Context: an optimization exercise on an open-source flow, tuned for small area. The choices shown serve that exercise and are no tape-out recipe. The RTL was checked by simulation tests, not by an equivalence proof against the original design. Power is estimated from default activity; no workload was simulated.

==> flow/config.mk <==
export PLATFORM = sky130hd
export DESIGN_NAME = vesc_can_codec
export DESIGN_NICKNAME = vesc_can_codec
export VERILOG_FILES = /design/flow/design.v
export SDC_FILE = /design/flow/constraint.sdc
export NUM_CORES = 4
export LEC_CHECK = 0
export CAP_MARGIN = 20
export CORE_MARGIN = 2
export CORE_UTILIZATION = 40
export SLEW_MARGIN = 20
==> flow/constraint.sdc <==
create_clock -name core_clock -period 25.0 [get_ports {clk}]
set_input_delay 5.0000 -clock core_clock [delete_from_list [all_inputs] [get_ports {clk}]]
set_output_delay 5.0000 -clock core_clock [all_outputs]
set_load 0.01 [all_outputs]
==> flow/design.v <==
module vesc_can_codec (
    input  wire        clk,
    input  wire        rst,
    input  wire        req_valid,
    output wire        req_ready,
    input  wire [1:0]  req_op,           
    input  wire [15:0] req_node,         
    input  wire [15:0] req_type_id,      
    input  wire [31:0] req_identifier,
    input  wire [7:0]  req_kind,
    input  wire [63:0] req_param,        
    input  wire [63:0] req_vel,          
    input  wire        req_vel_present,
    input  wire        req_store,
    input  wire [3:0]  req_len,
    input  wire [63:0] req_payload,      
    output wire        rsp_valid,
    input  wire        rsp_ready,
    output wire [3:0]  rsp_code,
    output wire [28:0] rsp_identifier,
    output wire [7:0]  rsp_node,
    output wire [7:0]  rsp_type_id,
    output wire [3:0]  rsp_len,
    output wire [63:0] rsp_payload,      
    output wire [31:0] rsp_field0,
    output wire [31:0] rsp_field1,
    output wire [31:0] rsp_field2,
    output wire [31:0] rsp_field3,
    output wire [16:0] rsp_info
);
    localparam [3:0] C_IDENT  = 4'd0, C_FIELDS = 4'd1, C_FRAME = 4'd2,
                     C_RECORD = 4'd3, C_NOREC  = 4'd4, C_RANGE = 4'd8,
                     C_FORMAT = 4'd9, C_VALUE  = 4'd10, C_ILLEGAL = 4'd11;
    localparam [2:0] P_IDLE = 3'd0, P_MUL = 3'd1, P_MACC = 3'd2, P_SHF = 3'd3,
                     P_FIN  = 3'd4, P_VACC = 3'd5;
    reg        rv;           
    reg [2:0]  ph;           
    reg        pre;          
    reg [63:0] D;            
    reg [15:0] A;            
    reg [3:0]  code;
    reg        X;            
    reg        l5, l8;       
    reg [4:0]  cnt;          
    reg        flag;         
    reg        g;            
    reg        sgn;          
    reg        imode;        
    reg        vovf;         
    wire [7:0] kind = req_kind;
    wire k1  = (kind == 8'd1);
    wire k3  = (kind == 8'd3);
    wire k4  = (kind == 8'd4);
    wire k68 = (kind == 8'd68);
    wire k72 = (kind == 8'd72);
    wire ki  = k1 | k3 | k4;
    wire kf  = (kind == 8'd64) | (kind == 8'd65) | (kind == 8'd66) | k68 |
               (kind == 8'd69) | (kind == 8'd70) | (kind == 8'd71) | k72;
    wire node_ok = (req_node[15:8] == 8'd0);
    wire type_ok = (req_type_id[15:8] == 8'd0);
    wire enc_go  = (req_op == 2'd2) & (ki | kf) & node_ok;
    wire [10:0] pe  = req_param[62:52];
    wire [52:0] sig = {1'b1, req_param[51:0]};
    wire i_ovf  = k4 ? (pe > 11'd1034) : k1 ? (pe > 11'd1044) : (pe > 11'd1054);
    wire i_zero = k4 ? (pe < 11'd1003) : k1 ? (pe < 11'd1013) : (pe < 11'd1023);
    wire [4:0] i_k = (k4 ? 5'd10 : k1 ? 5'd20 : 5'd30) - pe[4:0];
    wire mul_need = (k1 | k4) & ~i_ovf & ~i_zero;
    wire vel_pos = ~req_vel[63] && (req_vel[62:0] != 63'b0) &&
                   !(req_vel[62:52] == 11'h7FF && req_vel[51:0] != 52'b0);
    wire vel_need = k68 & req_vel_present & vel_pos;
    wire        use_vel = (ph == P_IDLE) & vel_need;
    wire [63:0] fv  = use_vel ? req_vel : req_param;
    wire        fs  = fv[63];
    wire [10:0] fe  = fv[62:52];
    wire [51:0] fm  = fv[51:0];
    reg  [30:0] fl_val;
    reg         fl_g, fl_flag, fl_sgn;
    reg  [4:0]  fl_cnt;
    always @(*) begin
        fl_sgn  = fs;
        fl_g    = fm[28];
        fl_flag = |fm[27:0];
        fl_cnt  = 5'd0;
        if (fe == 11'h7FF) begin
            fl_val  = {8'hFF, (fm != 52'b0), 22'b0};
            fl_g    = 1'b0;
            fl_flag = 1'b0;
            if (fm != 52'b0) fl_sgn = 1'b0;
        end else if (fe >= 11'd1151) begin
            fl_val  = {8'hFE, 23'h7FFFFF};
            fl_g    = 1'b1;
            fl_flag = 1'b1;
        end else if (fe >= 11'd897) begin
            fl_val  = {~fe[7], fe[6:0], fm[51:29]};
        end else if (fe >= 11'd872) begin
            fl_val  = {7'b0, 1'b1, fm[51:29]};
            fl_cnt  = 5'd1 - fe[4:0];
        end else begin
            fl_val  = 31'b0;
            fl_g    = 1'b0;
            fl_flag = 1'b0;
        end
    end
    wire bstep = (ph == P_MUL) & (k4 ? ((cnt == 5'd4) | (cnt == 5'd9) | (cnt >= 5'd11))
                                     : (cnt >= 5'd3));
    wire [53:0] sum = {1'b0, D[63:11]} + (bstep ? {1'b0, sig} : 54'd0);
    wire [31:0] fx   = D[63:32] ^ {32{imode & sgn}};
    wire        famt = imode ? (flag ^ sgn) : (g & (flag | D[32]));
    wire [32:0] r    = {1'b0, fx} + {32'b0, famt};
    wire        fin_ovf = imode ? (sgn ^ (r[32] | r[31])) : (famt & (&r[30:23]));
    reg [3:0] fld;
    always @(*) begin
        case (A[15:8])
            8'd1:    fld = 4'd0;
            8'd3:    fld = 4'd1;
            8'd64:   fld = 4'd3;
            8'd65:   fld = 4'd4;
            8'd66:   fld = 4'd5;
            8'd69:   fld = 4'd6;
            8'd70:   fld = 4'd7;
            8'd71:   fld = 4'd8;
            default: fld = 4'd2;         
        endcase
        if (!fin_ovf) fld = 4'd6;        
    end
    reg [3:0]  im_code;
    reg [15:0] im_A;
    reg        im_X;
    reg [3:0]  need;
    reg        known;
    always @(*) begin
        im_code = C_FIELDS;
        im_A    = req_identifier[15:0];
        im_X    = 1'b0;
        need    = 4'd8;
        known   = 1'b1;
        case (req_identifier[15:8])
            8'd9, 8'd14, 8'd15, 8'd16, 8'd28: need = 4'd8;
            8'd27:   need = 4'd6;
            default: known = 1'b0;
        endcase
        case (req_op)
        2'd0: begin
            if (!node_ok) begin
                im_code = C_RANGE; im_A = req_node;
            end else if (!type_ok) begin
                im_code = C_RANGE; im_A = req_type_id; im_X = 1'b1;
            end else begin
                im_code = C_IDENT; im_A = {req_type_id[7:0], req_node[7:0]};
            end
        end
        2'd1: ;
        2'd2: begin
            if (!(ki | kf)) begin
                im_code = C_ILLEGAL; im_A = {8'b0, kind};
            end else begin
                im_code = C_RANGE; im_A = req_node;
            end
        end
        default: begin
            if (!known)
                im_code = C_NOREC;
            else if (req_len < need) begin
                im_code = C_FORMAT; im_A = {req_identifier[15:8], req_len, need};
            end else
                im_code = C_RECORD;
        end
        endcase
    end
    assign req_ready = ~rv & ((ph == P_IDLE) ? ~(enc_go & (mul_need | vel_need))
                                             : ((ph == P_MACC) | (ph == P_VACC)));
    always @(posedge clk) begin
        if (rst) begin
            rv  <= 1'b0;
            ph  <= P_IDLE;
            pre <= 1'b0;
        end else begin
            if (rv && rsp_ready) rv <= 1'b0;
            case (ph)
            P_IDLE: if (req_valid && !rv) begin
                if (enc_go) begin
                    A     <= {kind, req_node[7:0]};
                    code  <= C_FRAME;
                    X     <= 1'b0;
                    l5    <= k72;
                    l8    <= 1'b0;
                    vovf  <= 1'b0;
                    if (ki) begin
                        imode    <= 1'b1;
                        sgn      <= req_param[63];
                        D[63:11] <= sig;
                        D[10]    <= 1'b0;
                        flag     <= 1'b0;
                        cnt      <= i_k;
                        ph       <= (i_k != 5'd0) ? P_SHF : P_FIN;
                        pre      <= 1'b0;
                        if (i_ovf) begin
                            D[63:32] <= 32'hFFFFFFFF;
                            flag     <= 1'b1;
                            cnt      <= 5'd0;
                            ph       <= P_FIN;
                        end else if (i_zero) begin
                            D[63:32] <= 32'd0;
                            cnt      <= 5'd0;
                            ph       <= P_FIN;
                        end else if (mul_need) begin
                            cnt      <= 5'd1;
                            ph       <= P_MUL;
                            pre      <= 1'b1;
                        end
                    end else begin
                        imode    <= 1'b0;
                        D[63:32] <= {1'b0, fl_val};
                        D[31:24] <= {7'b0, req_store};
                        g        <= fl_g;
                        flag     <= fl_flag;
                        sgn      <= fl_sgn;
                        cnt      <= fl_cnt;
                        pre      <= vel_need;
                        ph       <= (fl_cnt != 5'd0) ? P_SHF : P_FIN;
                    end
                end else begin
                    code <= im_code;
                    A    <= im_A;
                    X    <= im_X;
                    D    <= req_payload;
                    l5   <= 1'b0;
                    l8   <= 1'b0;
                    rv   <= 1'b1;
                end
            end
            P_MUL: begin
                D   <= {sum, D[10:1]};
                cnt <= cnt + 5'd1;
                if (cnt == (k4 ? 5'd14 : 5'd7)) ph <= P_MACC;
                if (!req_valid) ph <= P_IDLE;
            end
            P_MACC: begin
                flag <= (&D[31:10]) & (D[63] | D[9]);
                cnt  <= i_k;
                pre  <= 1'b0;
                ph   <= (i_k != 5'd0) ? P_SHF : P_FIN;
                if (!req_valid) ph <= P_IDLE;
            end
            P_SHF: begin
                D[63:32] <= sum[53:22];
                g        <= D[32];
                flag     <= imode ? (flag & D[32]) : (flag | g);
                cnt      <= cnt - 5'd1;
                if (cnt == 5'd1) ph <= P_FIN;
                if (pre && !req_valid) ph <= P_IDLE;
            end
            P_FIN: begin
                D[63:32] <= imode ? r[31:0] : {sgn, r[30:0]};
                if (pre) begin
                    vovf <= fin_ovf;
                    ph   <= P_VACC;
                    if (!req_valid) ph <= P_IDLE;
                end else begin
                    ph <= P_IDLE;
                    rv <= 1'b1;
                    if (fin_ovf || vovf) begin
                        code <= C_VALUE;
                        A    <= {12'b0, fld};
                    end
                end
            end
            P_VACC: begin
                D[31:0]  <= D[63:32];
                D[63:32] <= {1'b0, fl_val};
                g        <= fl_g;
                flag     <= fl_flag;
                sgn      <= fl_sgn;
                cnt      <= fl_cnt;
                l8       <= 1'b1;
                pre      <= 1'b0;
                ph       <= (fl_cnt != 5'd0) ? P_SHF : P_FIN;
                if (!req_valid) ph <= P_IDLE;
            end
            default: ph <= P_IDLE;
            endcase
        end
    end
    wire is_frame = (code == C_FRAME);
    wire is_id    = (code == C_IDENT) | is_frame;
    wire is_nt    = (code == C_FIELDS) | (code == C_RECORD) | (code == C_NOREC);
    wire is_rec   = (code == C_RECORD);
    wire [7:0] ty = A[15:8];
    wire c9  = is_rec & (ty == 8'd9);
    wire c14 = is_rec & ((ty == 8'd14) | (ty == 8'd15));
    wire c16 = is_rec & ((ty == 8'd16) | (ty == 8'd28));
    wire c27 = is_rec & (ty == 8'd27);
    wire c32 = c9 | c14 | c27;
    assign rsp_valid      = rv;
    assign rsp_code       = code;
    assign rsp_identifier = {13'b0, A & {16{is_id}}};
    assign rsp_node       = A[7:0]  & {8{is_nt}};
    assign rsp_type_id    = A[15:8] & {8{is_nt}};
    assign rsp_len        = is_frame ? (l8 ? 4'd8 : l5 ? 4'd5 : 4'd4) : 4'd0;
    assign rsp_payload    = {D[63:32] & {32{is_frame}},
                             D[31:24] & {8{is_frame & (l5 | l8)}},
                             D[23:0]  & {24{is_frame & l8}}};
    assign rsp_info       = {X, A & {16{code[3]}}};
    assign rsp_field0 = ({32{c32}} & D[63:32]) |
                        ({32{c16}} & {{16{D[63]}}, D[63:48]});
    assign rsp_field1 = ({32{c14}} & D[31:0]) |
                        ({32{c9 | c27}} & {{16{D[31]}}, D[31:16]}) |
                        ({32{c16}} & {{16{D[47]}}, D[47:32]});
    assign rsp_field2 = ({32{c9}} & {{16{D[15]}}, D[15:0]}) |
                        ({32{c16}} & {{16{D[31]}}, D[31:16]});
    assign rsp_field3 = ({32{c16}} & {{16{D[15]}}, D[15:0]});
endmodule
==> flow/run.sh <==
#!/bin/bash
# synth_recipe.tcl (not shown) runs the flow's synth.tcl, then flattens the netlist and writes it again
# the make line also repeats each setting of config.mk as NAME=value (left out here)
make -C /OpenROAD-flow-scripts/flow DESIGN_CONFIG=/design/flow/config.mk WORK_HOME=/design/flow/orfs CLKGATE_MAP_FILE= SYNTH_SCRIPT=/design/flow/synth_recipe.tcl finish
==> impl_metrics.csv, run 1 <==
group,metric,value,unit
timing,rsz0062_at_grt,"false",
yosys,synthArstFlopShare,0,
global_route,grt_pass1_vias,18700,
outcome,status,"timing/DRC/antenna clean",
detailed_routing,vias_per_cell,6.47,
cts,clock_latency,380,ps
timing,hold_viol,0,
critical_path,path_max_fanout,35,
critical_path,path_buf_inv,2,
global_route,grt_first_pass_wirelength,120000,µm
critical_path,critPathKind,"in -> out",
pwr,swShare,0.346,
yosys,synth_edf_count,97,
place,io_buffer_count,509,
job,maxCapViolCount,0,
timing,slew_violations,0,
global_route,antenna_found_initial,4,
global_route,grt_max_degree,79,
finish,drive_above_1_share,0.0399,
global_route,grtUsageMet1,0.496,
critical_path,crit_chain,"clkdlybuf4s50_1, or4b_4, nand2b_1, o221ai_2, o41a_2, nor2_1, a21oi_1, o31ai_1, a21oi_1, clkdlybuf4s50_1",
global_route,grtUsageMet2,0.618,
yosys,postSynthCellCount,2275,
yosys,synth_area,16200,µm²
cts,clk_path_buf_depth,2,
timing,tns,0,ps
yosys,ys_ff_latch,102,
global_route,track_usage,0.380,
global_route,use_met3,0.0686,
pwr,report.power.total,0.000522,W
yosys,synth_ff_type,"edfxtp_1",
timing,timing.fmax,72.6,MHz
pwr,power_frac_comb,0.302,
finish,final_core_util,0.543,
detailed_routing,drc,0,
floorplanning,pin_count,540,
floorplanning,die_h,206,µm
finish,layout_common_cells,"clkdlybuf4s50_1, nand2_1, a21oi_1, o21ai_0, and2_1",
place,hpwl,62500,µm
cts,cts_hold_buf,0,
place,gp_congestion,0.965,
cts,ctsResizeCount,0,
floorplanning,start_util,0.407,
cts,clock-sinks,102,
timing,worstMarginPinSlew,1220,ps
pwr,p_sw,0.000181,W
worst_hold_path,hp-class,"reg -> reg",
timing,setup_violations,0,
critical_path,crit_required,20000,ps
pwr,p_per_area,24.1,nW/µm²
timing,period_minus_slack,13780,ps
cts,cts_setup_buffers,0,
detailed_routing,antenna_left,0,
cts,cts_buffers,9,
yosys,syn_avg_cell_area,7.14,µm²
cts,cts.clk_slew.worst_paths,80,ps
cts,cts-root-buf,"clkbuf_16",
detailed_routing,wl_per_cell,26.4,µm
detailed_routing,firstDrtPassIters,8,
yosys,yosysWarnings,1,
global_route,gr-total-overflow,0,
cts,cts_tree,"built",
critical_path,worst_path_largest_cell_delay,750,ps
critical_path,crit_family,"compound AO/OA/AOI/OAI gates",
cts,h-tree-depth,3,
yosys,yosys.cell_types.count,92,
detailed_routing,num_vias,20400,
floorplanning,rows,73,
floorplanning,die_w,206,µm
yosys,ys_seq_area_frac,0.185,
finish,area_growth,33.3,%
pwr,pwr-share-seq,0.412,
critical_path,cp_slowest_cell,"o41a_2",
pwr,clkPwrFrac,0.285,
critical_path,crit_path_end_kind,"primary output",
floorplanning,dieArea,42200,µm²
global_route,grt.busiest_layer,"met2",
pwr,irDropWorstVdd,27.0,µV
critical_path,start_kind,"input pin",
timing,finClkSkew,17.8,ps
finish,final_common_cell,"clkdlybuf4s50_1",
pwr,leakage,8.35,nW
detailed_routing,drtIter0Drc,2693,
timing,fin_crit_sh,0.551,
pwr,power.internal,0.000341,W
floorplanning,core,39900,µm²
finish,nets,2971,
critical_path,worstPathArrival,8780,ps
timing,maxSlewHeadroom,0.180,
detailed_routing,drt-total-wl,83500,µm
-- path summary, 6_finish.rpt --
check	startpoint	slack (ps)	to	cells past startpoint
worst max register to register	ph[1]$_SDFFE_PP0P_	18810	D[62]$_DFFE_PP_	19
worst min-delay path	rv$_SDFF_PP0_	600	rv$_SDFF_PP0_	2
worst max-delay path	req_kind[0]	11220	req_ready	10
worst min register to register	rv$_SDFF_PP0_	600	rv$_SDFF_PP0_	2
-- cell type report --
class	count	area (µm²)
well taps	525	657
clock buffers	9	225
fillers	3857	18300
clock inverters	7	55.1
diodes	1	2.50
flip-flops and latches	102	3010
inverters	61	229
repair buffers	551	5410
multi-input cells	1902	12100
-- metrics by stage --
stage	instance area (µm²)	hold WS, ps	setup slack (ps)	instances
after global placement	21400	583	11260	3140
final	21700	603	11220	3158
after floorplan	16300	538	12710	2288
after CTS	21600	599	11250	3156
after detailed placement	21400	590	11270	3140
after global routing	21700	609	11030	3157
-- cell usage after synthesis, types with 50 or more instances --
cell      number  area, µm²
o21ai_0      171        856
and3_1        54        338
nand2_1      267       1000
buf_4         50        375
nor2_1       135        507
inv_1         59        221
edfxtp_1      97       2910
and2_1       162       1010
clkbuf_1     149        559
xnor2_1       61        534
ha_1          66        826
mux2i_1       57        571
a21oi_1      195        976
nand3_1       51        255
-- state kept, by name, indices dropped and copies added, names as in the netlist, 3 cells and up --
name,flops
D,64
A,16
cnt,5
code,4
ph,3
-- worst register-to-register path: cells and delay by family, from the launching register on --
family / cells / cell delay [ps]
adders and majority gates: 2 / 650
DFF: 1 / 340
AOI/OAI and AO/OA: 7 / 2440
buffers and inverters: 3 / 1060
and+or+nand+nor: 6 / 1140
muxes: 1 / 280
-- power by group through the flow --
stage | clock network [W] | logic, W | registers, W
finish | 0.000149 | 0.000158 | 0.000215
global route | 0.000154 | 0.000167 | 0.000216
CTS | 0.000147 | 0.000154 | 0.000214
detailed placement | 0 | 0.000153 | 0.000218
global placement | 0 | 0.000152 | 0.000218
floorplan | 0 | 0.0000725 | 0.000205
-- cell families (layout without fill, tap and decap cells) --
logic type               after synthesis  in the layout  share of synthesized area
AO/OA/AOI/OAI                        749            749                      0.300
XOR/XNOR                              94             94                     0.0507
adder cells (fa/ha/maj)               68             68                     0.0533
buffers and inverters                284            628                     0.0782
flip-flops                           102            102                      0.185
multiplexers                          69             69                     0.0436
other                                  1             15                   0.000231
AND/OR/NAND/NOR                      908            908                      0.288
-- routing by layer --
layer,vias up,part of all wire
met5,-,0
met4,0,0.042
met3,192,0.11
met2,1324,0.46
met1,9788,0.39
li1,9132,-
==> run 2: changes to the inputs <==
==> flow/flow/run.sh (new file) <==
#!/bin/bash
# Standard layout, except that the port buffers are the platform's smallest
# buffer (sky130_fd_sc_hd__buf_1) instead of the one buffer_ports picks.
set -euo pipefail
export BUFFER_PORTS_ARGS="-buffer_cell sky130_fd_sc_hd__buf_1"
bash standard.sh > standard.log 2>&1
==> flow/standard.sh (new file) <==
#!/bin/bash
# synth_recipe.tcl (not shown) runs the flow's synth.tcl, then flattens the netlist and writes it again
# the make line also repeats each setting of config.mk as NAME=value (left out here)
make -C /OpenROAD-flow-scripts/flow DESIGN_CONFIG=/design/flow/config.mk WORK_HOME=/design/flow/orfs CLKGATE_MAP_FILE= SYNTH_SCRIPT=/design/flow/synth_recipe.tcl "${@:-finish}"
--- a/flow/config.mk
+++ b/flow/config.mk
@@ -5,6 +5,7 @@
 export SDC_FILE = /design/flow/constraint.sdc
 export NUM_CORES = 4
 export LEC_CHECK = 0
+export ABC_AREA = 1
 export CAP_MARGIN = 20
 export CORE_MARGIN = 2
 export CORE_UTILIZATION = 40
removed: flow/run.sh
==> impl_metrics.csv, run 2 <==
group,metric,value,unit
cts,clock-sinks,102,
finish,nets,3370,
timing,worstMarginPinSlew,1180,ps
finish,final_common_cell,"buf_1",
cts,cts_hold_buf,0,
timing,setup_violations,0,
critical_path,path_max_fanout,40,
finish,area_growth,14.4,%
detailed_routing,drt-total-wl,86000,µm
yosys,synth_area,16000,µm²
timing,maxSlewHeadroom,0.206,
cts,h-tree-depth,3,
timing,hold_viol,0,
cts,cts_setup_buffers,0,
global_route,gr-total-overflow,0,
pwr,swShare,0.382,
worst_hold_path,hp-class,"reg -> reg",
yosys,synthTopCellsByCount,"nor2_1, nand2_1, inv_1",
floorplanning,dieArea,41700,µm²
place,gp_congestion,1.05,
pwr,irDropWorstVdd,29.9,µV
pwr,p_per_area,26.9,nW/µm²
timing,period_minus_slack,14030,ps
critical_path,start_kind,"input pin",
detailed_routing,wl_per_cell,24.2,µm
detailed_routing,vias_per_cell,5.88,
finish,layout_common_cells,"buf_1, nor2_1, nand2_1, inv_1, o21ai_0",
place,hpwl,70400,µm
yosys,synth_top_cell_area_share,0.182,
yosys,ys_ff_latch,102,
critical_path,crit_path_end_kind,"primary output",
cts,cts-root-buf,"clkbuf_16",
finish,final_core_util,0.463,
timing,fin_hold_ws,521,ps
floorplanning,start_util,0.404,
timing,tns,0,ps
timing,finClkSkew,11.0,ps
yosys,synth.area.top_cells,"edfxtp_1, nor2_1, nand2_1, inv_1, o21ai_0",
floorplanning,rows,73,
detailed_routing,drtIter0Drc,2367,
job,maxCapViolCount,0,
pwr,clkPwrFrac,0.307,
global_route,grt_pass1_vias,19000,
timing,rsz0062_at_grt,"false",
finish,drive_above_1_share,0.0498,
floorplanning,die_w,204,µm
yosys,synthArstFlopShare,0,
detailed_routing,num_vias,20900,
yosys,postSynthCellCount,2614,
global_route,grt_max_degree,64,
timing,fin_crit_sh,0.561,
detailed_routing,firstDrtPassIters,8,
timing,timing.fmax,71.3,MHz
finish,reg_top3,"D (64), A (16), cnt (5)",
outcome,status,"timing/DRC/antenna clean",
yosys,yosys.cell_types.count,74,
yosys,synth.most_common_cell,"nor2_1",
place,io_buffer_count,509,
yosys,synth_edf_count,97,
floorplanning,pin_count,540,
detailed_routing,drc,0,
yosys,synth_ff_type,"edfxtp_1",
cts,cts.clk_slew.worst_paths,80,ps
cts,cts_buffers,9,
global_route,grt_first_pass_wirelength,122000,µm
cts,cts_tree,"built",
timing,slew_violations,0,
critical_path,worstPathArrival,9030,ps
cts,ctsResizeCount,0,
yosys,ys_seq_area_frac,0.188,
critical_path,critPathKind,"in -> out",
yosys,syn_avg_cell_area,6.13,µm²
finish,fillCellCount,4428,
global_route,antenna_found_initial,5,
cts,clk_path_buf_depth,2,
floorplanning,die_h,204,µm
detailed_routing,antenna_left,0,
pwr,pwr-share-seq,0.417,
pwr,power.internal,0.000305,W
finish,top_register,"D",
critical_path,crit_required,20000,ps
pwr,power_frac_comb,0.276,
global_route,track_usage,0.400,
yosys,yosysTopAreaCell,"edfxtp_1",
cts,clock_latency,390,ps
floorplanning,core,39600,µm²
pwr,leakage,7.87,nW
pwr,p_sw,0.000189,W
yosys,yosysWarnings,1,
finish,largest_reg_flops,64,
run 2: cell count changes after synthesis, sizes merged, moves of 85 or more:
cell | before | now
inv | 59 | 387
nor2 | 135 | 449
and2 | 163 | 2
nand2 | 268 | 424
nand3 | 51 | 162
clkbuf | 150 | 63
o21ai | 188 | 273
run 2: cells by family (layout without fill, tap and decap cells):
kind of cell | count (synthesis) | after routing | share of synthesized area
AO/OA/AOI/OAI | 673 | 673 | 0.257
XOR/XNOR | 67 | 67 | 0.0399
adder cells (fa/ha/maj) | 68 | 68 | 0.0540
buffers and inverters | 536 | 940 | 0.144
flip-flops | 102 | 102 | 0.188
other | 1 | 16 | 0.000234
AND/OR/NAND/NOR | 1167 | 1167 | 0.316
run 2: final timing paths:
check                      from                to  slack [ps]  cells after the start
min reg2reg    pre$_SDFFE_PP0P_  pre$_SDFFE_PP0P_         520                      2
max                 req_kind[4]         req_ready       10970                     15
max reg2reg  ph[0]$_SDFFE_PP0P_   D[60]$_DFFE_PP_       18510                     26
min            pre$_SDFFE_PP0P_  pre$_SDFFE_PP0P_         520                      2
run 2: critical path, stage by stage:
cell	delay (ps)
buf_1	100
nor2_1	110
inv_1	80
nor3_1	640
o21ai_2	110
buf_4	330
inv_2	400
nor3_2	190
inv_1	80
nand2_1	130
nor2_4	660
inv_2	440
nor2_1	380
a211oi_1	180
buf_1	170
run 2: layout make-up:
class | count | area, µm² | area share
multi-input cells | 1989 | 10800 | 0.588
inverters | 394 | 1490 | 0.0811
repair buffers | 530 | 2100 | 0.114
diodes | 2 | 5.00 | 0.000273
clock buffers | 9 | 225 | 0.0123
clock inverters | 7 | 63.8 | 0.00348
flip-flops and latches | 102 | 3010 | 0.164
well taps | 525 | 657 | 0.0358
run 2: through the flow:
| stage | cells | total power [W] | instance area (µm²) | setup WS [ps] |
|---|---|---|---|---|
| final | 3558 | 0.000494 | 18300 | 10970 |
| after global routing | 3557 | 0.000510 | 18300 | 10870 |
| after CTS | 3554 | 0.000490 | 18300 | 11140 |
| after detailed placement | 3538 | 0.000341 | 18000 | 11150 |
| after global placement | 3538 | 0.000340 | 18000 | 11190 |
| after floorplan | 2627 | 0.000280 | 16100 | 13360 |
run 2: power groups by stage:
stage | Sequential, W | Combinational [W] | Clock [W]
6_report | 0.000206 | 0.000136 | 0.000152
5_1_grt | 0.000206 | 0.000147 | 0.000157
4_1_cts | 0.000205 | 0.000132 | 0.000152
3_5_place_dp | 0.000209 | 0.000131 | 0
3_3_place_gp | 0.000209 | 0.000130 | 0
2_1_floorplan | 0.000204 | 0.0000759 | 0
run 2: layer usage:
layer | global-route usage | wire (µm) | share of wire | vias to the layer above
met5 | 0 | 24 | 0.00028 | -
met1 | 0.495 | 33300 | 0.39 | 9751
met3 | 0.0717 | 8560 | 0.10 | 232
li1 | - | - | - | 9649
met2 | 0.652 | 38700 | 0.45 | 1295
met4 | 0.229 | 5430 | 0.063 | 4
==> run 3: changes to the inputs <==
--- a/flow/design.v
+++ b/flow/design.v
@@ -101,9 +101,38 @@
             fl_flag = 1'b0;
         end
     end
-    wire bstep = (ph == P_MUL) & (k4 ? ((cnt == 5'd4) | (cnt == 5'd9) | (cnt >= 5'd11))
-                                     : (cnt >= 5'd3));
-    wire [53:0] sum = {1'b0, D[63:11]} + (bstep ? {1'b0, sig} : 54'd0);
+    wire bstep = (ph == P_MUL) & (A[10] ? ((cnt == 5'd4) | (cnt == 5'd9) | (cnt >= 5'd11))
+                                        : (cnt >= 5'd3));
+    localparam integer ADD_LO = 44;
+    wire [52:0] add_a = D[63:11];
+    wire [52:0] add_b = sig & {53{bstep}};
+    wire [53:0] add_c;
+    wire [53:0] sum0;
+    wire [53:ADD_LO] inc_p;
+    wire [53:0] sum;
+    assign add_c[0] = 1'b0;
+    assign add_c[ADD_LO] = 1'b0;
+    genvar gi;
+    generate
+        for (gi = 0; gi < 53; gi = gi + 1) begin : g_add
+            assign sum0[gi] = add_a[gi] ^ add_b[gi] ^ add_c[gi];
+            if (gi + 1 != ADD_LO)
+                assign add_c[gi+1] = (add_a[gi] & add_b[gi]) | (add_a[gi] & add_c[gi]) |
+                                     (add_b[gi] & add_c[gi]);
+        end
+        for (gi = ADD_LO; gi < 54; gi = gi + 1) begin : g_inc
+            if (gi == ADD_LO) begin : g_first
+                assign inc_p[gi] = 1'b1;
+            end else begin : g_next
+                assign inc_p[gi] = inc_p[gi-1] & sum0[gi-1];
+            end
+            assign sum[gi] = sum0[gi] ^ (cl & inc_p[gi]);
+        end
+    endgenerate
+    wire cl = (add_a[ADD_LO-1] & add_b[ADD_LO-1]) | (add_a[ADD_LO-1] & add_c[ADD_LO-1]) |
+              (add_b[ADD_LO-1] & add_c[ADD_LO-1]);
+    assign sum0[53] = add_c[53];
+    assign sum[ADD_LO-1:0] = sum0[ADD_LO-1:0];
     wire [31:0] fx   = D[63:32] ^ {32{imode & sgn}};
     wire        famt = imode ? (flag ^ sgn) : (g & (flag | D[32]));
     wire [32:0] r    = {1'b0, fx} + {32'b0, famt};
==> impl_metrics.csv, run 3 <==
group,metric,value,unit
outcome,status,"timing/DRC/antenna clean",
place,gp_congestion,1.05,
pwr,irDropWorstVdd,28.4,µV
critical_path,path_buf_inv,8,
place,hpwl,57600,µm
finish,top_register,"D",
timing,setup_violations,0,
pwr,p_sw,0.000175,W
critical_path,crit_family,"adder cells",
finish,largest_reg_flops,64,
detailed_routing,drc,0,
yosys,synth.area.top_cells,"edfxtp_1, nand2_1, nor2_1, inv_1, fa_1",
floorplanning,die_w,190,µm
critical_path,critPathKind,"in -> reg",
yosys,synth_ff_type,"edfxtp_1",
critical_path,start_kind,"input pin",
pwr,power.internal,0.000311,W
pwr,leakage,6.47,nW
job,maxCapViolCount,0,
timing,hold_viol,0,
critical_path,crit_path_end_kind,"flip-flop",
finish,final_common_cell,"buf_1",
detailed_routing,wl_per_cell,24.2,µm
timing,fin_crit_sh,0.943,
cts,cts_hold_buf,0,
finish,reg_top3,"D (64), A (16), cnt (5)",
floorplanning,dieArea,36200,µm²
floorplanning,pin_count,540,
critical_path,cp_slowest_cell,"fa_1",
timing,finClkSkew,17.7,ps
cts,cts_setup_buffers,0,
yosys,synth_top_family_by_area,"simple AND/OR/NAND/NOR gates",
timing,timing.fmax,42.4,MHz
global_route,grt_pass1_vias,15600,
yosys,synth_fa_ha_area_frac,0.0903,
cts,clock-sinks,102,
finish,final_core_util,0.471,
cts,h-tree-depth,3,
timing,period_minus_slack,23580,ps
yosys,syn_avg_cell_area,6.58,µm²
yosys,yosysTopAreaCell,"edfxtp_1",
yosys,synthTopCellsByCount,"nand2_1, nor2_1, inv_1",
detailed_routing,vias_per_cell,5.91,
floorplanning,core,34400,µm²
yosys,ys_seq_area_frac,0.217,
yosys,synthArstFlopShare,0,
finish,area_growth,16.6,%
yosys,synth_xor_area_frac,0.0290,
critical_path,crit_required,25200,ps
pwr,p_per_area,30.0,nW/µm²
finish,layout_common_cells,"buf_1, nand2_1, nor2_1, inv_1, o21ai_0",
floorplanning,rows,68,
pwr,pwr-share-seq,0.417,
detailed_routing,num_vias,17600,
floorplanning,die_h,190,µm
cts,clock_latency,370,ps
timing,worstMarginPinSlew,1070,ps
timing,slew_violations,0,
global_route,antenna_found_initial,2,
finish,fillCellCount,3759,
cts,ctsResizeCount,0,
yosys,yosysWarnings,1,
yosys,synth_area,13900,µm²
pwr,power_frac_comb,0.265,
timing,tns,0,ps
cts,clk_path_buf_depth,2,
finish,drive_above_1_share,0.0432,
yosys,yosys.cell_types.count,69,
global_route,grt_max_degree,84,
detailed_routing,antenna_left,0,
critical_path,worstPathArrival,23790,ps
place,io_buffer_count,509,
finish,final_area,16200,µm²
yosys,synth_top_cell_area_share,0.210,
yosys,synthSimpleGateAreaFrac,0.296,
yosys,synthMuxAreaShare,0.00721,
pwr,swShare,0.360,
cts,cts_buffers,9,
cts,cts.clk_slew.worst_paths,80,ps
timing,maxSlewHeadroom,0.283,
critical_path,path_common_cell,"fa_1",
global_route,track_usage,0.385,
yosys,synth_compound_area_frac,0.224,
floorplanning,start_util,0.404,
yosys,synth_edf_count,97,
global_route,gr-total-overflow,0,
place,dpl-instance-area,15800,µm²
critical_path,worst_path_largest_cell_delay,440,ps
timing,rsz0062_at_grt,"false",
detailed_routing,drtIter0Drc,2069,
pwr,clkPwrFrac,0.317,
detailed_routing,drt-total-wl,72300,µm
critical_path,path_max_fanout,3,
finish,nets,2864,
cts,cts-root-buf,"clkbuf_16",
global_route,grt_first_pass_wirelength,103000,µm
yosys,postSynthCellCount,2110,
detailed_routing,firstDrtPassIters,6,
yosys,synth.most_common_cell,"nand2_1",
finish,final_cell_count_no_fill,2982,
place,dp_cells,2961,
yosys,ys_ff_latch,102,
worst_hold_path,hp-class,"reg -> reg",
cts,cts_tree,"built",
==> run 3: area by class of cell <==
| type | instances | area (µm²) | share of cell area |
|---|---|---|---|
| timing repair buffer | 528 | 2090 | 0.129 |
| tap | 455 | 569 | 0.0352 |
| inverter | 297 | 1110 | 0.0689 |
| clock inverter | 6 | 66.3 | 0.00410 |
| antenna | 3 | 7.51 | 0.000464 |
| sequential | 102 | 3010 | 0.186 |
| multi-input combinational | 1581 | 9100 | 0.562 |
| clock buffer | 10 | 229 | 0.0141 |
==> run 3: layer usage <==
layer,share of wire,GRT usage,vias to the layer above
li1,-,-,7922
met1,0.42,0.537,8455
met2,0.44,0.597,1096
met3,0.10,0.0677,148
met4,0.038,0.134,0
met5,0,0,-
==> run 3: cell families after synthesis <==
kind of cell / after synthesis
and+or+nand+nor: 946
adders and majority gates: 69
other: 1
AOI/OAI and AO/OA: 496
xor gates and xnor gates: 46
muxes: 10
buffers and inverters: 440
DFF: 102
==> run 3: worst register-to-register path, delay by kind of cell, from the launching register on <==
| kind | cells | cell delay, ps |
|---|---|---|
| adders and majority gates | 44 | 16750 |
| and+or+nand+nor | 14 | 1970 |
| buffers and inverters | 9 | 1140 |
| DFF | 1 | 360 |
| AOI/OAI and AO/OA | 1 | 230 |
==> run 3: power by group through the flow <==
stage	Sequential, W	Clock, W	Combinational, W
floorplan	0.000203	0	0.0000671
global placement	0.000206	0	0.000124
detailed placement	0.000206	0	0.000124
CTS	0.000202	0.000154	0.000125
global route	0.000203	0.000160	0.000139
finish	0.000203	0.000154	0.000129
==> run 3: metrics by stage <==
stage | worst slack, ps | hold WS, ps | total power [W]
floorplan | 2480 | 504 | 0.000270
global placement | 1420 | 551 | 0.000330
detailed placement | 1190 | 562 | 0.000330
CTS | 1540 | 574 | 0.000481
global route | 858 | 613 | 0.000502
finish | 1420 | 577 | 0.000486
==> run 3: final timing paths <==
check | startpoint | end | slack [ps] | cells after the start
max reg2reg | ph[0]$_SDFFE_PP0P_ | D[63]$_DFFE_PP_ | 4410 | 68
max | req_param[0] | D[63]$_DFFE_PP_ | 1420 | 64
min | pre$_SDFFE_PP0P_ | pre$_SDFFE_PP0P_ | 580 | 2
min reg2reg | pre$_SDFFE_PP0P_ | pre$_SDFFE_PP0P_ | 580 | 2
==> run 4: changes to the inputs <==
--- a/flow/design.v
+++ b/flow/design.v
@@ -198,116 +198,103 @@
     end
     assign req_ready = ~rv & ((ph == P_IDLE) ? ~(enc_go & (mul_need | vel_need))
                                              : ((ph == P_MACC) | (ph == P_VACC)));
+    wire s_idle = (ph == P_IDLE);
+    wire s_mul  = (ph == P_MUL);
+    wire s_macc = (ph == P_MACC);
+    wire s_shf  = (ph == P_SHF);
+    wire s_fin  = (ph == P_FIN);
+    wire s_vacc = (ph == P_VACC);
+    wire go     = s_idle & req_valid & ~rv;    
+    wire t_imm  = go & ~enc_go;                
+    wire t_enc  = go & enc_go;                 
+    wire t_ild  = t_enc & ki;                  
+    wire t_fid  = t_enc & ~ki;                 
+    wire t_fld  = t_fid | s_vacc;              
+    wire t_done = s_fin & ~pre;                
+    wire t_vovf = t_done & (fin_ovf | vovf);   
+    wire mul_last = (cnt == (A[10] ? 5'd14 : 5'd7));
+    reg [2:0] ph_n;
+    always @(*) begin
+        case (ph)
+        P_IDLE: begin
+            ph_n = P_IDLE;
+            if (t_ild)
+                ph_n = mul_need ? P_MUL : ((i_k != 5'd0) & ~i_ovf & ~i_zero) ? P_SHF : P_FIN;
+            else if (t_fid)
+                ph_n = (fl_cnt != 5'd0) ? P_SHF : P_FIN;
+        end
+        P_MUL:   ph_n = !req_valid ? P_IDLE : mul_last ? P_MACC : P_MUL;
+        P_MACC:  ph_n = !req_valid ? P_IDLE : (i_k != 5'd0) ? P_SHF : P_FIN;
+        P_SHF:   ph_n = (pre & !req_valid) ? P_IDLE : (cnt == 5'd1) ? P_FIN : P_SHF;
+        P_FIN:   ph_n = (pre & req_valid) ? P_VACC : P_IDLE;
+        P_VACC:  ph_n = !req_valid ? P_IDLE : (fl_cnt != 5'd0) ? P_SHF : P_FIN;
+        default: ph_n = P_IDLE;
+        endcase
+    end
+    wire d_hhold = ~(t_imm | t_ild | t_fld | s_mul | s_shf | s_fin);
+    wire d_lhold = ~(t_imm | t_ild | t_fid | s_vacc | s_mul);
+    wire [31:0] d_hi_n =
+        ({32{d_hhold}} & D[63:32]) |
+        ({32{s_mul | s_shf}} & sum[53:22]) |
+        ({32{t_ild & ~i_zero}} & sig[52:21]) |
+        {32{t_ild & i_ovf}} |
+        ({32{t_fld}} & {1'b0, fl_val}) |
+        ({32{s_fin}} & (imode ? r[31:0] : {sgn, r[30:0]})) |
+        ({32{t_imm}} & req_payload[63:32]);
+    wire [31:0] d_lo_n =
+        ({32{d_lhold}} & D[31:0]) |
+        ({32{s_mul}} & {sum[21:0], D[10:1]}) |
+        ({32{t_ild}} & {sig[20:0], 11'b0}) |
+        ({32{t_fid}} & {7'b0, req_store, 24'b0}) |
+        ({32{s_vacc}} & D[63:32]) |
+        ({32{t_imm}} & req_payload[31:0]);
+    wire a_hold = ~(t_imm | t_enc | t_vovf);
+    wire [15:0] a_n = ({16{a_hold}} & A) |
+                      ({16{t_imm}} & im_A) |
+                      ({16{t_enc}} & {kind, req_node[7:0]}) |
+                      ({16{t_vovf}} & {12'b0, fld});
+    wire [3:0] code_n = ({4{a_hold}} & code) |
+                        ({4{t_imm}} & im_code) |
+                        ({4{t_enc}} & C_FRAME) |
+                        ({4{t_vovf}} & C_VALUE);
+    wire x_n   = (~(t_imm | t_enc) & X) | (t_imm & im_X);
+    wire l5_n  = (~(t_imm | t_enc) & l5) | (t_enc & k72);
+    wire l8_n  = (~(t_imm | t_enc | s_vacc) & l8) | s_vacc;
+    wire [4:0] cnt_n = s_mul ? (cnt + 5'd1) :
+                       s_shf ? (cnt - 5'd1) :
+                       (t_ild & mul_need) ? 5'd1 :
+                       (t_ild | s_macc) ? i_k : fl_cnt;
+    wire flag_n = s_shf  ? (imode ? (flag & D[32]) : (flag | g)) :
+                  s_macc ? ((&D[31:10]) & (D[63] | D[9])) :
+                  t_ild  ? i_ovf : fl_flag;
+    wire g_n    = s_shf ? D[32] : fl_g;
+    wire sgn_n  = s_shf ? sgn : t_fld ? fl_sgn : req_param[63];
+    wire imode_n = (t_ild | s_mul | s_macc) | (~t_fld & imode);
+    wire pre_n  = (t_ild & mul_need) | (t_fid & vel_need) |
+                  (~(t_ild | t_fid | s_macc | s_vacc) & pre);
+    wire vovf_n = (s_fin & pre) ? fin_ovf : (~t_enc & vovf);
+    wire rv_n   = t_imm | t_done | (rv & ~rsp_ready);
     always @(posedge clk) begin
+        D     <= {d_hi_n, d_lo_n};
+        A     <= a_n;
+        code  <= code_n;
+        X     <= x_n;
+        l5    <= l5_n;
+        l8    <= l8_n;
+        cnt   <= cnt_n;
+        flag  <= flag_n;
+        g     <= g_n;
+        sgn   <= sgn_n;
+        imode <= imode_n;
+        vovf  <= vovf_n;
         if (rst) begin
             rv  <= 1'b0;
             ph  <= P_IDLE;
             pre <= 1'b0;
         end else begin
-            if (rv && rsp_ready) rv <= 1'b0;
-            case (ph)
-            P_IDLE: if (req_valid && !rv) begin
-                if (enc_go) begin
-                    A     <= {kind, req_node[7:0]};
-                    code  <= C_FRAME;
-                    X     <= 1'b0;
-                    l5    <= k72;
-                    l8    <= 1'b0;
-                    vovf  <= 1'b0;
-                    if (ki) begin
-                        imode    <= 1'b1;
-                        sgn      <= req_param[63];
-                        D[63:11] <= sig;
-                        D[10]    <= 1'b0;
-                        flag     <= 1'b0;
-                        cnt      <= i_k;
-                        ph       <= (i_k != 5'd0) ? P_SHF : P_FIN;
-                        pre      <= 1'b0;
-                        if (i_ovf) begin
-                            D[63:32] <= 32'hFFFFFFFF;
-                            flag     <= 1'b1;
-                            cnt      <= 5'd0;
-                            ph       <= P_FIN;
-                        end else if (i_zero) begin
-                            D[63:32] <= 32'd0;
-                            cnt      <= 5'd0;
-                            ph       <= P_FIN;
-                        end else if (mul_need) begin
-                            cnt      <= 5'd1;
-                            ph       <= P_MUL;
-                            pre      <= 1'b1;
-                        end
-                    end else begin
-                        imode    <= 1'b0;
-                        D[63:32] <= {1'b0, fl_val};
-                        D[31:24] <= {7'b0, req_store};
-                        g        <= fl_g;
-                        flag     <= fl_flag;
-                        sgn      <= fl_sgn;
-                        cnt      <= fl_cnt;
-                        pre      <= vel_need;
-                        ph       <= (fl_cnt != 5'd0) ? P_SHF : P_FIN;
-                    end
-                end else begin
-                    code <= im_code;
-                    A    <= im_A;
-                    X    <= im_X;
-                    D    <= req_payload;
-                    l5   <= 1'b0;
-                    l8   <= 1'b0;
-                    rv   <= 1'b1;
-                end
-            end
-            P_MUL: begin
-                D   <= {sum, D[10:1]};
-                cnt <= cnt + 5'd1;
-                if (cnt == (k4 ? 5'd14 : 5'd7)) ph <= P_MACC;
-                if (!req_valid) ph <= P_IDLE;
-            end
-            P_MACC: begin
-                flag <= (&D[31:10]) & (D[63] | D[9]);
-                cnt  <= i_k;
-                pre  <= 1'b0;
-                ph   <= (i_k != 5'd0) ? P_SHF : P_FIN;
-                if (!req_valid) ph <= P_IDLE;
-            end
-            P_SHF: begin
-                D[63:32] <= sum[53:22];
-                g        <= D[32];
-                flag     <= imode ? (flag & D[32]) : (flag | g);
-                cnt      <= cnt - 5'd1;
-                if (cnt == 5'd1) ph <= P_FIN;
-                if (pre && !req_valid) ph <= P_IDLE;
-            end
-            P_FIN: begin
-                D[63:32] <= imode ? r[31:0] : {sgn, r[30:0]};
-                if (pre) begin
-                    vovf <= fin_ovf;
-                    ph   <= P_VACC;
-                    if (!req_valid) ph <= P_IDLE;
-                end else begin
-                    ph <= P_IDLE;
-                    rv <= 1'b1;
-                    if (fin_ovf || vovf) begin
-                        code <= C_VALUE;
-                        A    <= {12'b0, fld};
-                    end
-                end
-            end
-            P_VACC: begin
-                D[31:0]  <= D[63:32];
-                D[63:32] <= {1'b0, fl_val};
-                g        <= fl_g;
-                flag     <= fl_flag;
-                sgn      <= fl_sgn;
-                cnt      <= fl_cnt;
-                l8       <= 1'b1;
-                pre      <= 1'b0;
-                ph       <= (fl_cnt != 5'd0) ? P_SHF : P_FIN;
-                if (!req_valid) ph <= P_IDLE;
-            end
-            default: ph <= P_IDLE;
-            endcase
+            rv  <= rv_n;
+            ph  <= ph_n;
+            pre <= pre_n;
         end
     end
     wire is_frame = (code == C_FRAME);
==> impl_metrics.csv, run 4 <==
group,metric,value,unit
outcome,status,"timing/DRC/antenna clean",
critical_path,path_common_cell,"fa_1",
yosys,synth.area.top_cells,"dfxtp_1, nand2_1, nor2_1, fa_1, inv_1",
detailed_routing,drt-total-wl,68200,µm
detailed_routing,drc,0,
cts,cts-root-buf,"clkbuf_16",
global_route,antenna_found_initial,3,
yosys,synth.most_common_cell,"nand2_1",
global_route,gr-total-overflow,0,
critical_path,worst-r2r-setup-slack,2730,ps
yosys,ys_seq_area_frac,0.158,
yosys,synth_area,13000,µm²
yosys,synth_edf_count,1,
global_route,track_usage,0.391,
critical_path,crit_required,25220,ps
global_route,grt_first_pass_wirelength,98900,µm
critical_path,path_max_fanout,4,
finish,drive_above_1_share,0.0440,
critical_path,worstPathArrival,23860,ps
yosys,yosysWarnings,1,
timing,finClkSkew,17.1,ps
critical_path,critPathKind,"in -> reg",
yosys,yosysTopAreaCell,"dfxtp_1",
finish,top_register,"D",
timing,setup_violations,0,
timing,tns,0,ps
pwr,p_per_area,40.6,nW/µm²
finish,fillCellCount,3593,
detailed_routing,firstDrtPassIters,7,
floorplanning,core,31700,µm²
cts,clk_path_buf_depth,2,
yosys,yosys.cell_types.count,72,
global_route,grt_max_degree,65,
timing,rsz0062_at_grt,"false",
pwr,leakage,6.10,nW
finish,layout_common_cells,"buf_1, nand2_1, nor2_1, inv_1, o21ai_0",
detailed_routing,wl_per_cell,23.1,µm
yosys,syn_avg_cell_area,6.14,µm²
detailed_routing,drtIter0Drc,1767,
place,gp_congestion,1.01,
yosys,synthTopCellsByCount,"nand2_1, nor2_1, inv_1",
place,io_buffer_count,509,
cts,cts_buffers,9,
job,maxCapViolCount,0,
detailed_routing,vias_per_cell,5.84,
timing,hold_viol,0,
yosys,synth_top_cell_area_share,0.156,
place,dp_slack,1210,ps
floorplanning,rows,65,
finish,regArea,2050,µm²
finish,area_growth,16.9,%
place,hpwl,55600,µm
floorplanning,die_h,184,µm
cts,cts_tree,"built",
yosys,synthArstFlopShare,0,
timing,slew_violations,0,
finish,largest_reg_flops,64,
finish,final_common_cell,"buf_1",
place,dp_cells,2928,
cts,h-tree-depth,3,
floorplanning,dieArea,33900,µm²
timing,fin_crit_sh,0.946,
timing,maxSlewHeadroom,0.281,
floorplanning,pin_count,540,
finish,final_core_util,0.479,
yosys,synth_ff_type,"dfxtp_1",
worst_hold_path,hp-class,"reg -> reg",
critical_path,crit_path_end_kind,"flip-flop",
cts,ctsResizeCount,0,
yosys,postSynthCellCount,2116,
timing,worstMarginPinSlew,1080,ps
timing,layout_setup_ws,1350,ps
timing,timing.fmax,42.3,MHz
cts,clock-sinks,102,
finish,reg_top3,"D (64), A (16), cnt (5)",
cts,cts_hold_buf,0,
cts,cts_setup_buffers,0,
floorplanning,start_util,0.409,
detailed_routing,num_vias,17200,
global_route,grt_pass1_vias,15800,
cts,cts.clk_slew.worst_paths,80,ps
finish,multiInputGateArea,9130,µm²
detailed_routing,antenna_left,0,
pwr,irDropWorstVdd,35.2,µV
finish,final_cell_count_no_fill,2950,
finish,nets,2884,
critical_path,worst_path_largest_cell_delay,430,ps
yosys,ys_ff_latch,102,
critical_path,cp_slowest_cell,"fa_1",
floorplanning,die_w,184,µm
pwr,report.power.total,0.000616,W
cts,clock_latency,370,ps
timing,period_minus_slack,23650,ps
critical_path,start_kind,"input pin",
## run 4: cell types whose count changed after synthesis, sizes merged, moves of 29 or more
cell	delta
dfxtp	+96
edfxtp	-96
nand2	+77
o21ai	-67
o2111ai	+30
nand3	-29
## run 4: where the power goes
part | internal (W) | switching, W | total [W]
Combinational | 0.0000728 | 0.000187 | 0.000260
Clock | 0.0000708 | 0.0000797 | 0.000150
Sequential | 0.000184 | 0.0000218 | 0.000206
Total | 0.000327 | 0.000289 | 0.000616
## run 4: final cells by class
| type | count | share of cell area |
|---|---|---|
| inverter | 304 | 0.0752 |
| clock inverter | 7 | 0.00412 |
| tap | 402 | 0.0331 |
| sequential | 102 | 0.135 |
| timing repair buffer | 523 | 0.135 |
| multi-input combinational | 1599 | 0.601 |
| clock buffer | 9 | 0.0148 |
| antenna | 4 | 0.000659 |
## run 4: logic make-up (layout without fill, tap and decap cells)
family,after synthesis,after routing,share of synthesized area
AND/OR/NAND/NOR,991,991,0.329
XOR/XNOR,51,51,0.0376
buffers and inverters,428,843,0.144
AO/OA/AOI/OAI,467,467,0.229
other,1,18,0.000289
multiplexers,7,7,0.00540
flip-flops,102,102,0.158
adder cells (fa/ha/maj),69,69,0.0966
## run 4: routing by layer
layer | global-route usage | part of all wire
met1 | 0.512 | 0.41
met2 | 0.632 | 0.45
met3 | 0.0634 | 0.089
met4 | 0.177 | 0.049
met5 | 0 | 0
## run 4: final timing paths
kind	from	endpoint	cells past startpoint
max reg2reg	ph[0]$_SDFF_PP0_	D[63]$_DFF_P_	73
min	D[7]$_DFF_P_	D[6]$_DFF_P_	2
min reg2reg	D[7]$_DFF_P_	D[6]$_DFF_P_	2
max	req_param[0]	D[63]$_DFF_P_	68
## run 4: per-stage QoR
step | hold WS, ps | instance area (µm²)
after detailed placement | 485 | 14800
after CTS | 505 | 15100
after global routing | 528 | 15200
after floorplan | 429 | 13000
final | 511 | 15200
after global placement | 468 | 14800
## run 4: worst max-delay path: cells and delay by family
kind | cells | cell delay, ps
and+or+nand+nor | 11 | 1010
adders and majority gates | 44 | 16620
AOI/OAI and AO/OA | 3 | 290
buffers and inverters | 10 | 910
==> run 5: changes to the inputs <==
--- a/flow/design.v
+++ b/flow/design.v
@@ -43,7 +43,6 @@
     reg        l5, l8;       
     reg [4:0]  cnt;          
     reg        flag;         
-    reg        g;            
     reg        sgn;          
     reg        imode;        
     reg        vovf;         
@@ -61,10 +60,12 @@
     wire enc_go  = (req_op == 2'd2) & (ki | kf) & node_ok;
     wire [10:0] pe  = req_param[62:52];
     wire [52:0] sig = {1'b1, req_param[51:0]};
-    wire i_ovf  = k4 ? (pe > 11'd1034) : k1 ? (pe > 11'd1044) : (pe > 11'd1054);
+    wire i_min  = k3 & (pe == 11'd1054) & req_param[63] & (req_param[51:21] == 31'd0);
+    wire i_ovf  = k4 ? (pe > 11'd1034) : k1 ? (pe > 11'd1044) :
+                  ((pe > 11'd1054) | ((pe == 11'd1054) & ~i_min));
     wire i_zero = k4 ? (pe < 11'd1003) : k1 ? (pe < 11'd1013) : (pe < 11'd1023);
-    wire [4:0] i_k = (k4 ? 5'd10 : k1 ? 5'd20 : 5'd30) - pe[4:0];
-    wire mul_need = (k1 | k4) & ~i_ovf & ~i_zero;
+    wire [4:0] i_k = (k4 ? 5'd10 : k1 ? 5'd20 : 5'd29) - pe[4:0];
+    wire mul_need = ki & ~i_ovf & ~i_zero & ~i_min;
     wire vel_pos = ~req_vel[63] && (req_vel[62:0] != 63'b0) &&
                    !(req_vel[62:52] == 11'h7FF && req_vel[51:0] != 52'b0);
     wire vel_need = k68 & req_vel_present & vel_pos;
@@ -101,8 +102,9 @@
             fl_flag = 1'b0;
         end
     end
-    wire bstep = (ph == P_MUL) & (A[10] ? ((cnt == 5'd4) | (cnt == 5'd9) | (cnt >= 5'd11))
-                                        : (cnt >= 5'd3));
+    wire bstep = (ph == P_MUL) & ((cnt == 5'd0) |
+                 (A[10] & ((cnt == 5'd3) | (cnt == 5'd8) | (cnt >= 5'd10))) |
+                 (~A[10] & ~A[9] & (cnt >= 5'd2)));
     localparam integer ADD_LO = 44;
     wire [52:0] add_a = D[63:11];
     wire [52:0] add_b = sig & {53{bstep}};
@@ -116,7 +118,10 @@
     generate
         for (gi = 0; gi < 53; gi = gi + 1) begin : g_add
             assign sum0[gi] = add_a[gi] ^ add_b[gi] ^ add_c[gi];
-            if (gi + 1 != ADD_LO)
+            if (gi + 1 == 22)
+                assign add_c[gi+1] = (add_a[gi] & add_b[gi]) | (add_a[gi] & add_c[gi]) |
+                                     (add_b[gi] & add_c[gi]) | f_inj;
+            else if (gi + 1 != ADD_LO)
                 assign add_c[gi+1] = (add_a[gi] & add_b[gi]) | (add_a[gi] & add_c[gi]) |
                                      (add_b[gi] & add_c[gi]);
         end
@@ -133,10 +138,12 @@
               (add_b[ADD_LO-1] & add_c[ADD_LO-1]);
     assign sum0[53] = add_c[53];
     assign sum[ADD_LO-1:0] = sum0[ADD_LO-1:0];
-    wire [31:0] fx   = D[63:32] ^ {32{imode & sgn}};
-    wire        famt = imode ? (flag ^ sgn) : (g & (flag | D[32]));
-    wire [32:0] r    = {1'b0, fx} + {32'b0, famt};
-    wire        fin_ovf = imode ? (sgn ^ (r[32] | r[31])) : (famt & (&r[30:23]));
+    wire f_inc = D[32] & (flag | D[33]);
+    wire f_inj = (ph == P_FIN) & ~imode & f_inc;
+    wire rot_out = D[32] ^ flag;
+    wire rot_f   = sgn ? (D[32] | flag) : (D[32] & flag);
+    wire fin_ovf = imode ? (sgn ^ ((rot_f ^ sgn) | rot_out))
+                         : (f_inc & (D[63:56] == 8'hFE) & (&D[55:33]));
     reg [3:0] fld;
     always @(*) begin
         case (A[15:8])
@@ -210,23 +217,24 @@
     wire t_ild  = t_enc & ki;                  
     wire t_fid  = t_enc & ~ki;                 
     wire t_fld  = t_fid | s_vacc;              
-    wire t_done = s_fin & ~pre;                
+    wire fin_end = ~imode | (cnt == 5'd1);    
+    wire t_done = s_fin & ~pre & fin_end;      
     wire t_vovf = t_done & (fin_ovf | vovf);   
-    wire mul_last = (cnt == (A[10] ? 5'd14 : 5'd7));
+    wire mul_last = (cnt == (A[10] ? 5'd13 : A[9] ? 5'd0 : 5'd6));
     reg [2:0] ph_n;
     always @(*) begin
         case (ph)
         P_IDLE: begin
             ph_n = P_IDLE;
             if (t_ild)
-                ph_n = mul_need ? P_MUL : ((i_k != 5'd0) & ~i_ovf & ~i_zero) ? P_SHF : P_FIN;
+                ph_n = mul_need ? P_MUL : P_FIN;
             else if (t_fid)
                 ph_n = (fl_cnt != 5'd0) ? P_SHF : P_FIN;
         end
         P_MUL:   ph_n = !req_valid ? P_IDLE : mul_last ? P_MACC : P_MUL;
         P_MACC:  ph_n = !req_valid ? P_IDLE : (i_k != 5'd0) ? P_SHF : P_FIN;
         P_SHF:   ph_n = (pre & !req_valid) ? P_IDLE : (cnt == 5'd1) ? P_FIN : P_SHF;
-        P_FIN:   ph_n = (pre & req_valid) ? P_VACC : P_IDLE;
+        P_FIN:   ph_n = !fin_end ? P_FIN : (pre & req_valid) ? P_VACC : P_IDLE;
         P_VACC:  ph_n = !req_valid ? P_IDLE : (fl_cnt != 5'd0) ? P_SHF : P_FIN;
         default: ph_n = P_IDLE;
         endcase
@@ -236,15 +244,14 @@
     wire [31:0] d_hi_n =
         ({32{d_hhold}} & D[63:32]) |
         ({32{s_mul | s_shf}} & sum[53:22]) |
-        ({32{t_ild & ~i_zero}} & sig[52:21]) |
+        ({32{s_fin}} & {imode ? rot_out : sgn, sum[52:22]}) |
         {32{t_ild & i_ovf}} |
-        ({32{t_fld}} & {1'b0, fl_val}) |
-        ({32{s_fin}} & (imode ? r[31:0] : {sgn, r[30:0]})) |
+        {t_ild & i_min, 31'b0} |
+        ({32{t_fld}} & {fl_val, fl_g}) |
         ({32{t_imm}} & req_payload[63:32]);
     wire [31:0] d_lo_n =
         ({32{d_lhold}} & D[31:0]) |
         ({32{s_mul}} & {sum[21:0], D[10:1]}) |
-        ({32{t_ild}} & {sig[20:0], 11'b0}) |
         ({32{t_fid}} & {7'b0, req_store, 24'b0}) |
         ({32{s_vacc}} & D[63:32]) |
         ({32{t_imm}} & req_payload[31:0]);
@@ -261,14 +268,14 @@
     wire l5_n  = (~(t_imm | t_enc) & l5) | (t_enc & k72);
     wire l8_n  = (~(t_imm | t_enc | s_vacc) & l8) | s_vacc;
     wire [4:0] cnt_n = s_mul ? (cnt + 5'd1) :
-                       s_shf ? (cnt - 5'd1) :
-                       (t_ild & mul_need) ? 5'd1 :
-                       (t_ild | s_macc) ? i_k : fl_cnt;
-    wire flag_n = s_shf  ? (imode ? (flag & D[32]) : (flag | g)) :
+                       (s_shf | s_fin) ? (cnt - 5'd1) :
+                       t_ild ? 5'd0 :
+                       s_macc ? i_k : fl_cnt;
+    wire flag_n = s_shf  ? (imode ? (flag & D[32]) : (flag | D[32])) :
+                  s_fin  ? rot_f :
                   s_macc ? ((&D[31:10]) & (D[63] | D[9])) :
                   t_ild  ? i_ovf : fl_flag;
-    wire g_n    = s_shf ? D[32] : fl_g;
-    wire sgn_n  = s_shf ? sgn : t_fld ? fl_sgn : req_param[63];
+    wire sgn_n  = (s_shf | s_fin) ? sgn : t_fld ? fl_sgn : req_param[63];
     wire imode_n = (t_ild | s_mul | s_macc) | (~t_fld & imode);
     wire pre_n  = (t_ild & mul_need) | (t_fid & vel_need) |
                   (~(t_ild | t_fid | s_macc | s_vacc) & pre);
@@ -283,7 +290,6 @@
         l8    <= l8_n;
         cnt   <= cnt_n;
         flag  <= flag_n;
-        g     <= g_n;
         sgn   <= sgn_n;
         imode <= imode_n;
         vovf  <= vovf_n;
--- a/flow/config.mk
+++ b/flow/config.mk
@@ -8,5 +8,5 @@
 export ABC_AREA = 1
 export CAP_MARGIN = 20
 export CORE_MARGIN = 2
-export CORE_UTILIZATION = 40
+export CORE_UTILIZATION = 65
 export SLEW_MARGIN = 20
==> impl_metrics.csv, run 5 <==
group,metric,value,unit
outcome,status,"stopped before the end",
outcome,haltStage,"3_2_place_iop",
outcome,toolErrorMsg,"[ERROR PPL-0024] Number of IO pins (540) exceeds maximum number of available positions (490). Increase the die perimeter from 550.84um to 734.40um.",
yosys,yosysTopAreaCell,"dfxtp_1",
yosys,synth_ff_type,"dfxtp_1",
yosys,ys_seq_area_frac,0.175,
yosys,synthArstFlopShare,0,
yosys,synth_edf_count,1,
yosys,synthTopCellsByCount,"nand2_1, nor2_1, inv_1",
floorplanning,die_w,138,µm
yosys,yosys.cell_types.count,65,
yosys,synth_area,11600,µm²
floorplanning,rows,48,
yosys,postSynthCellCount,1867,
yosys,ys_ff_latch,101,
floorplanning,die_h,138,µm
yosys,syn_avg_cell_area,6.22,µm²
yosys,synth_top_cell_area_share,0.172,
yosys,synth.most_common_cell,"nand2_1",
yosys,yosysWarnings,1,
floorplanning,start_util,0.667,
yosys,synth.area.top_cells,"dfxtp_1, nand2_1, fa_1, nor2_1, inv_1",
==> run 5: changes by cell type after synthesis, moves of 10 or more <==
cell       delta
xor2_1       -31
nor4_1       +10
o2111ai_1    +29
o22ai_1      -34
o21ai_1      +11
nand3_1      -45
o21ai_0      -33
inv_1        -52
nor2_1       -37
o211ai_1     -21
a21oi_1      -10
==> run 5: logic make-up after synthesis <==
logic type | synth area share
AOI/OAI and AO/OA | 0.214
muxes | 0.00431
buffers and inverters | 0.143
adders and majority gates | 0.109
DFF | 0.175
and+or+nand+nor | 0.344
other | 0.000323
xor gates and xnor gates | 0.0106
==> run 6: changes to the inputs <==
--- a/flow/config.mk
+++ b/flow/config.mk
@@ -8,5 +8,5 @@
 export ABC_AREA = 1
 export CAP_MARGIN = 20
 export CORE_MARGIN = 2
-export CORE_UTILIZATION = 65
+export CORE_UTILIZATION = 40
 export SLEW_MARGIN = 20
==> impl_metrics.csv, run 6 <==
group,metric,value,unit
outcome,status,"timing/DRC/antenna clean",
cts,cts_buffers,9,
global_route,grt_max_degree,81,
timing,worstMarginPinSlew,1180,ps
critical_path,r2r_cells,65,
detailed_routing,antenna_left,0,
cts,clock-sinks,101,
finish,layout_common_cells,"buf_1, nand2_1, nor2_1, inv_1, o21ai_0",
yosys,synth.most_common_cell,"nand2_1",
global_route,grt_first_pass_wirelength,86700,µm
finish,final_common_cell,"buf_1",
floorplanning,core,28600,µm²
cts,h-tree-depth,3,
finish,area_growth,18.2,%
cts,ctsResizeCount,0,
cts,cts_hold_buf,0,
yosys,postSynthCellCount,1867,
timing,maxSlewHeadroom,0.209,
critical_path,crit_path_end_kind,"flip-flop",
pwr,irDropWorstVdd,35.6,µV
critical_path,worst-r2r-setup-slack,4190,ps
worst_hold_path,hp-start,"D[8]$_DFF_P_",
worst_hold_path,hp-class,"reg -> reg",
global_route,track_usage,0.376,
yosys,synth_xor_area_frac,0.0106,
worst_hold_path,whs_path_depth,2,
yosys,yosys.cell_types.count,65,
place,gp_congestion,0.987,
timing,finClkSkew,16.9,ps
finish,reg_top3,"D (64), A (16), cnt (5)",
pwr,p_per_area,40.6,nW/µm²
yosys,synth_top_cell_area_share,0.172,
global_route,grt_pass1_vias,13900,
place,io_buffer_count,509,
critical_path,critPathKind,"in -> reg",
detailed_routing,firstDrtPassIters,6,
detailed_routing,drt-total-wl,59600,µm
timing,slew_violations,0,
yosys,synth_top_family_by_area,"simple AND/OR/NAND/NOR gates",
yosys,synth_ff_type,"dfxtp_1",
timing,rsz0062_at_grt,"false",
yosys,yosysWarnings,1,
finish,nets,2632,
floorplanning,start_util,0.406,
timing,setup_violations,0,
yosys,synth_area,11600,µm²
finish,top_register,"D",
detailed_routing,drc,0,
detailed_routing,num_vias,15200,
cts,cts-root-buf,"clkbuf_16",
floorplanning,rows,62,
finish,largest_reg_flops,64,
critical_path,reg2reg_to,"D[63]$_DFF_P_",
job,maxCapViolCount,0,
detailed_routing,vias_per_cell,5.67,
pwr,report.power.total,0.000558,W
yosys,syn_avg_cell_area,6.22,µm²
yosys,synthArstFlopShare,0,
yosys,ys_ff_latch,101,
yosys,synthSimpleGateAreaFrac,0.344,
critical_path,path_common_cell,"fa_1",
cts,cts_tree,"built",
finish,antenna_cells,0,
yosys,synth_edf_count,1,
critical_path,path_max_fanout,5,
timing,period_minus_slack,24060,ps
critical_path,worst_path_largest_cell_delay,490,ps
global_route,antenna_found_initial,0,
pwr,leakage,5.51,nW
critical_path,crit_required,25250,ps
cts,clk_path_buf_depth,2,
timing,hold_viol,0,
yosys,synth.area.top_cells,"dfxtp_1, nand2_1, fa_1, nor2_1, inv_1",
floorplanning,die_w,174,µm
detailed_routing,drtIter0Drc,1558,
timing,timing.fmax,41.6,MHz
finish,multiInputGateArea,7990,µm²
cts,cts.clk_slew.worst_paths,90,ps
critical_path,start_kind,"input pin",
timing,fin_crit_sh,0.962,
yosys,synth_compound_area_frac,0.214,
yosys,yosysTopAreaCell,"dfxtp_1",
yosys,synth_fa_ha_area_frac,0.109,
place,hpwl,49000,µm
critical_path,r2r-start,"cnt[0]$_DFF_P_",
floorplanning,pin_count,540,
yosys,ys_seq_area_frac,0.175,
critical_path,worstPathArrival,24310,ps
yosys,synthTopCellsByCount,"nand2_1, nor2_1, inv_1",
detailed_routing,wl_per_cell,22.3,µm
finish,fillCellCount,3244,
floorplanning,die_h,174,µm
yosys,synthMuxAreaShare,0.00431,
timing,tns,0,ps
critical_path,cp_slowest_cell,"fa_1",
cts,cts_setup_buffers,0,
worst_hold_path,hold_end,"D[7]$_DFF_P_",
finish,drive_above_1_share,0.0445,
finish,regArea,2030,µm²
floorplanning,dieArea,30400,µm²
cts,clock_latency,370,ps
global_route,gr-total-overflow,0,
## run 6: cell counts after synthesis
Identical to the previous run, type by type.
## run 6: critical path: cells and delay by family
kind                     cells  cell delay, ps
XOR/XNOR                     1              80
adder cells (fa/ha/maj)     44           17200
AND/OR/NAND/NOR              7            1080
AO/OA/AOI/OAI                5             510
buffers and inverters        6             430
## run 6: metrics by stage
step,cell area (µm²),cells,utilization,hold slack [ps],worst slack [ps]
final,13700,2675,0.480,486,939
after global routing,13700,2675,0.480,515,188
after CTS,13700,2675,0.480,491,985
after detailed placement,13500,2659,0.470,474,597
after global placement,13400,2658,0.469,462,719
after floorplan,11700,1880,-,448,1630
## run 6: logic make-up after synthesis
family	count (synthesis)
compound gates	387
xor+xnor	14
fa+ha+maj	70
buf+inv	374
flops	101
mux	5
other cells	1
simple gates	915
## run 6: final cells by class
class,instances,share of cell area
Timing Repair Buffer,520,0.147
Tap cell,384,0.0350
Clock inverter,5,0.00301
Inverter,249,0.0683
Multi-Input combinational cell,1405,0.582
Sequential cell,101,0.148
Clock buffer,11,0.0177
## run 6: worst max-delay path by stage
stage,startpoint,to,slack [ps]
2_1_floorplan,req_param[0],D[63]$_DFF_P_,1630
3_3_place_gp,req_param[0],D[63]$_DFF_P_,720
3_5_place_dp,req_param[0],D[63]$_DFF_P_,600
4_1_cts,req_param[0],D[63]$_DFF_P_,980
5_1_grt,req_param[0],D[63]$_DFF_P_,190
6_report,req_param[0],D[63]$_DFF_P_,940
## run 6: routing by layer
layer  wire length, µm  part of all wire  global-route usage  up-vias
li1                  -                 -                   -     7020
met3              5200             0.087              0.0588      113
met2             28000              0.47               0.625      884
met5                 0                 0                   0        -
met4              1870             0.031               0.118        0
met1             24500              0.41               0.499     7140
## run 6: report_power, final
group	switching (W)	total (W)	internal [W]	leakage, nW
logic	0.000147	0.000206	0.0000585	4.52
clock network	0.0000748	0.000147	0.0000720	0.138
registers	0.0000228	0.000205	0.000182	0.847

-- what the ideal ports hide --
How much do the figures lean on ideal ports? The routed layouts below were timed once more, with nothing changed but the port constraints.
Step 1: set_driving_cell puts a clkbuf_16 on clk and a buf_2 on each other input, an assumption about the parent block.
Step 2, shift: input delay + t, output delay - t, t = (earliest + latest rising clock arrival at the registers) / 2. This alone moves slack from input paths to output paths.
Three values: no drivers, after step 1, after step 2; two values: the first two.
run	t (ns)	setup WS [ns]
run 1	0.433	11.224 / 11.197 / 11.197
run 2	0.436	10.973 / 10.952 / 10.952
run 3	0.415	1.416 / 1.448 / 1.033
run 4	0.414	1.351 / 1.379 / 0.964
run 6	0.409	0.939 / 0.958 / 0.549
After both steps every run listed still meets setup and hold.
